Source: an optimization exercise on an open RTL-to-GDS flow (aim: small area, a short achievable clock period and few clock cycles per item). Production flows keep margins and buffers that such runs may drop. Only simulation tests tie the RTL to the original design; equivalence was not proved. Power is estimated from default activity; no workload was simulated.

Setup of old:
==> flow/design.v <==
module fastpfor_pack (
    input  wire         clk,
    input  wire         rst,
    input  wire         in_valid,
    output wire         in_ready,
    input  wire [127:0] in_data,
    input  wire [5:0]   in_width,
    output reg          out_valid,
    input  wire         out_ready,
    output reg  [31:0]  out_word
);
    function [31:0] rot4;
        input [31:0] x;
        input [3:0]  oh;
        input [4:0]  k;
        begin
            rot4 = ({32{oh[0]}} & x)
                 | ({32{oh[1]}} & ((x << k)      | (x >> (6'd32 - k))))
                 | ({32{oh[2]}} & ((x << 2 * k)  | (x >> (6'd32 - 2 * k))))
                 | ({32{oh[3]}} & ((x << 3 * k)  | (x >> (6'd32 - 3 * k))));
        end
    endfunction
    function [3:0] onehot;
        input [1:0] v;
        onehot = 4'b0001 << v;
    endfunction
    reg [127:0] hold;
    reg [5:0]   hw;          
    reg         hv;          
    reg         half;        
    reg         quad;        
    reg [2:0]   beat;        
    reg [5:0]   chunk_w;     
    reg         rdy;         
    reg [95:0]  acc;
    reg [6:0]   cnt;
    reg         mrg;         
    reg [6:0]   s1, send;
    reg [3:0]   ra1, ra2, rb1, rb2, rc1, rc2, rd1, rd2;
    reg         rb3, rd3;
    wire out_free = !out_valid || out_ready;
    wire consume  = mrg && (half || quad);
    assign in_ready = rdy;
    wire accept   = in_valid && rdy;
    wire [9:0]  lc   = quad ? hold[73:64]  : 10'd0;
    wire [9:0]  ld   = quad ? hold[105:96] : 10'd0;
    wire [31:0] ra   = rot4(rot4(hold[31:0], ra1, 5'd2), ra2, 5'd8);
    wire [31:0] rc   = rot4(rot4({22'd0, lc}, rc1, 5'd2), rc2, 5'd8);
    wire [31:0] rb0  = rot4(rot4(hold[63:32], rb1, 5'd1), rb2, 5'd4);
    wire [31:0] rd0  = rot4(rot4({22'd0, ld}, rd1, 5'd1), rd2, 5'd4);
    wire [31:0] rb   = rb3 ? {rb0[15:0], rb0[31:16]} : rb0;
    wire [31:0] rd   = rd3 ? {rd0[15:0], rd0[31:16]} : rd0;
    wire [31:0] la   = ra | rc;
    wire [31:0] lb   = rb | rd;
    wire [31:0] th0  = 32'hFFFF_FFFF << {cnt[4:1], 1'b0};
    wire [31:0] th1  = 32'hFFFF_FFFF << s1[4:0];
    wire        q1   = s1[5];
    wire [31:0] m0   = (acc[31:0] & ~th0) | (la & th0) | (q1 ? 32'd0 : (lb & th1));
    wire [31:0] m1   = (la & ~th0) | (q1 ? (lb & th1) : (lb & ~th1));
    wire [31:0] m2   = q1 ? (lb & ~th1) : 32'd0;
    wire [95:0] mv   = mrg ? {m2, m1, m0} : acc;
    wire [6:0]  total = mrg ? send : cnt;
    wire        emit  = out_free && (total[6:5] != 2'd0);
    wire        hv_n   = accept || (hv && !consume);
    wire        half_n = mrg ? (!half && !quad) : half;
    wire        first  = rdy && (beat == 3'd0);         
    wire [5:0]  w_n    = rdy ? chunk_w : hw;
    wire [5:0]  hw_n   = first ? in_width : w_n;
    wire        quad_n = (hw_n <= 6'd10);
    wire [6:0]  cnt_n  = emit ? total - 7'd32 : total;
    wire        mrg_n  = hv_n && (cnt_n[6:5] == 2'd0);
    wire        rdy_n  = !hv_n || (cnt_n[6:5] == 2'd0 && (half_n || quad_n));
    wire [5:0]  in_w3  = {in_width[4:0], 1'b0} + in_width[4:0];
    wire [5:0]  w3_n   = {w_n[4:0], 1'b0} + w_n[4:0];
    wire [5:0]  wload  = (beat == 3'd0) ? in_width : chunk_w;
    wire [31:0] mload  = wload[5] ? 32'hFFFF_FFFF : ~(32'hFFFF_FFFF << wload[4:0]);
    wire [6:0]  s1_n   = first ? {1'b0, in_width} : {2'b0, total[4:0]} + {1'b0, w_n};
    wire [6:0]  s2_n   = first ? {in_width, 1'b0} : {2'b0, total[4:0]} + {w_n, 1'b0};
    wire [5:0]  s3_n   = first ? in_w3 : {1'b0, total[4:0]} + w3_n;
    wire [6:0]  s4_n   = first ? {1'b0, in_width[3:0], 2'b0} : {2'b0, total[4:0]} + {1'b0, w_n[3:0], 2'b0};
    always @(posedge clk) begin
        if (emit) begin
            out_word <= mv[31:0];
            acc      <= {mv[95:64], mv[95:32]};
        end else begin
            acc      <= mv;
        end
        if (rdy)
            hold <= in_data & {4{mload}};
        else if (mrg && !half)
            hold[63:0] <= hold[127:64];
        hw   <= hw_n;
        quad <= quad_n;
        s1   <= s1_n;
        ra1  <= onehot(total[2:1]);
        ra2  <= onehot(total[4:3]);
        rb1  <= onehot(s1_n[1:0]);
        rb2  <= onehot(s1_n[3:2]);
        rb3  <= s1_n[4];
        rc1  <= onehot(s2_n[2:1]);
        rc2  <= onehot(s2_n[4:3]);
        rd1  <= onehot(s3_n[1:0]);
        rd2  <= onehot(s3_n[3:2]);
        rd3  <= s3_n[4];
        send <= quad_n ? s4_n : s2_n;
        if (rst) begin
            hv        <= 1'b0;
            half      <= 1'b0;
            beat      <= 3'd0;
            chunk_w   <= 6'd0;
            cnt       <= 7'd0;
            mrg       <= 1'b0;
            out_valid <= 1'b0;
            rdy       <= 1'b1;
        end else begin
            if (emit)
                out_valid <= 1'b1;
            else if (out_ready)
                out_valid <= 1'b0;
            cnt  <= cnt_n;
            mrg  <= mrg_n;
            hv   <= hv_n;
            half <= half_n;
            rdy  <= rdy_n;
            if (accept) begin
                beat <= beat + 3'd1;
                if (beat == 3'd0)
                    chunk_w <= in_width;
            end
        end
    end
endmodule
Settings: LEC_CHECK=0, CAP_MARGIN=20, CORE_MARGIN=2, CORE_UTILIZATION=55, SLEW_MARGIN=20; clock period 8.0 ns.
standard.sh (not shown) runs the stock make flow with config.mk's settings and CLKGATE_MAP_FILE= SYNTH_SCRIPT=/design/flow/synth_recipe.tcl, a recipe that flattens the netlist after the stock synthesis.
==> flow/flow/run.sh <==
#!/bin/bash
set -o pipefail
export SETUP_SLACK_MARGIN=5.35
export BUFFER_PORTS_ARGS="-buffer_cell sky130_fd_sc_hd__buf_2"
bash standard.sh 2>&1 | tee standard.log
old went all the way through synthesis, placement and routing and the layout is clean on timing, DRC and antenna.
Testbench counts of old, summed over its fixed seeds: cycles 17,555, chunks 1,280.
The inputs of new differ from those of old as listed below.
-- flow/design.v --
<<< old, line 26
    endfunction
    reg [127:0] hold;
    reg [5:0]   hw;          
    reg         hv;          
    reg         half;        
>>> new, line 26
    endfunction
    reg [127:0] hold;
    reg         hv;          
    reg         half;        
<<< old, line 43
    assign in_ready = rdy;
    wire accept   = in_valid && rdy;
    wire [9:0]  lc   = quad ? hold[73:64]  : 10'd0;
    wire [9:0]  ld   = quad ? hold[105:96] : 10'd0;
    wire [31:0] ra   = rot4(rot4(hold[31:0], ra1, 5'd2), ra2, 5'd8);
    wire [31:0] rc   = rot4(rot4({22'd0, lc}, rc1, 5'd2), rc2, 5'd8);
>>> new, line 42
    assign in_ready = rdy;
    wire accept   = in_valid && rdy;
    wire [9:0]  lc   = hold[73:64];
    wire [9:0]  ld   = hold[105:96];
    wire [31:0] ra   = rot4(rot4(hold[31:0], ra1, 5'd2), ra2, 5'd8);
    wire [31:0] rc   = rot4(rot4({22'd0, lc}, rc1, 5'd2), rc2, 5'd8);
<<< old, line 57
    wire        q1   = s1[5];
    wire [31:0] m0   = (acc[31:0] & ~th0) | (la & th0) | (q1 ? 32'd0 : (lb & th1));
    wire [31:0] m1   = (la & ~th0) | (q1 ? (lb & th1) : (lb & ~th1));
    wire [31:0] m2   = q1 ? (lb & ~th1) : 32'd0;
    wire [95:0] mv   = mrg ? {m2, m1, m0} : acc;
    wire [6:0]  total = mrg ? send : cnt;
>>> new, line 56
    wire        q1   = s1[5];
    wire [31:0] m0   = (acc[31:0] & ~th0) | (la & th0) | (q1 ? 32'd0 : (lb & th1));
    wire [31:0] m1   = (la & ~th0) | (q1 ? (lb & th1) : lb);
    wire [31:0] m2   = lb;
    wire [95:0] mv   = mrg ? {m2, m1, m0} : acc;
    wire [6:0]  total = mrg ? send : cnt;
<<< old, line 65
    wire        half_n = mrg ? (!half && !quad) : half;
    wire        first  = rdy && (beat == 3'd0);         
    wire [5:0]  w_n    = rdy ? chunk_w : hw;
    wire [5:0]  hw_n   = first ? in_width : w_n;
    wire        quad_n = (hw_n <= 6'd10);
>>> new, line 64
    wire        half_n = mrg ? (!half && !quad) : half;
    wire        first  = rdy && (beat == 3'd0);         
    wire [5:0]  w_n    = chunk_w;
    wire [5:0]  hw_n   = first ? in_width : w_n;
    wire        quad_n = (hw_n <= 6'd10);
<<< old, line 87
        end
        if (rdy)
            hold <= in_data & {4{mload}};
        else if (mrg && !half)
            hold[63:0] <= hold[127:64];
        hw   <= hw_n;
        quad <= quad_n;
        s1   <= s1_n;
>>> new, line 86
        end
        if (rdy)
            hold <= {in_data[127:96], in_data[95:0] & {3{mload}}};
        else if (mrg && !half)
            hold[63:0] <= hold[127:64];
        quad <= quad_n;
        s1   <= s1_n;
<<< old, line 98
        rb2  <= onehot(s1_n[3:2]);
        rb3  <= s1_n[4];
        rc1  <= onehot(s2_n[2:1]);
        rc2  <= onehot(s2_n[4:3]);
        rd1  <= onehot(s3_n[1:0]);
        rd2  <= onehot(s3_n[3:2]);
        rd3  <= s3_n[4];
>>> new, line 96
        rb2  <= onehot(s1_n[3:2]);
        rb3  <= s1_n[4];
        rc1  <= quad_n ? onehot(s2_n[2:1]) : 4'd0;
        rc2  <= onehot(s2_n[4:3]);
        rd1  <= quad_n ? onehot(s3_n[1:0]) : 4'd0;
        rd2  <= onehot(s3_n[3:2]);
        rd3  <= s3_n[4];
Notes after the runs:
- new finished every step from synthesis to the final layout, and the layout passed the timing, design-rule and antenna checks.
- Summary of new over old: total met3 wirelength after detailed routing now smaller, reported net switching power shrank by about 8%, count of nets after finishing now smaller.
- Min clock sink total across old and new: new
- old ended up with sky130_fd_sc_hd__nand2_1 as its most frequent standard cell in the layout excluding fill and tap cells; new ended up with sky130_fd_sc_hd__o21ai_0.
- Delta (new minus old): first-pass GRT wire length now sits lower; area of all placed cells without fillers fell 8.0%; worst setup timing slack at the placement stage has increased; cell area power density fell about 1.1%.
- new packs its core more loosely than old.
- new vs old, sequential share of layout area went up by 2.4 points.
- Cmp old and new / die outline height / higher: old
- Routed wire length in new is 6.6% lower than in old
Testbench counts of new, summed over its fixed seeds: cycles 17,555, chunks 1,280.

static timing again, ports no longer ideal:
The flow's constraints put no driver on any port. The routed layouts listed below were extracted and timed again, unchanged, in two steps. Step 1, drivers: a clkbuf_16 drives clk and a buf_2 each remaining input, both assumed. Step 2 also shifts input and output timing later by t, the mid clock arrival at the registers, as if the neighbouring blocks saw the same clock. Slacks: no drivers / after step 1 / after step 2; pairs: no drivers / after step 1.
run	shift t [ns]	setup WS [ns]	clock arrival spread, ns
old	0.617	5.238 / 5.181 / 4.754	0.025 / 0.026
new	0.588	5.334 / 5.276 / 4.820	0.018 / 0.018
After both steps every run listed still meets setup and hold. The setup slack of new, which loses most, moves by -0.058 ns with the drivers and by -0.514 ns with both steps.
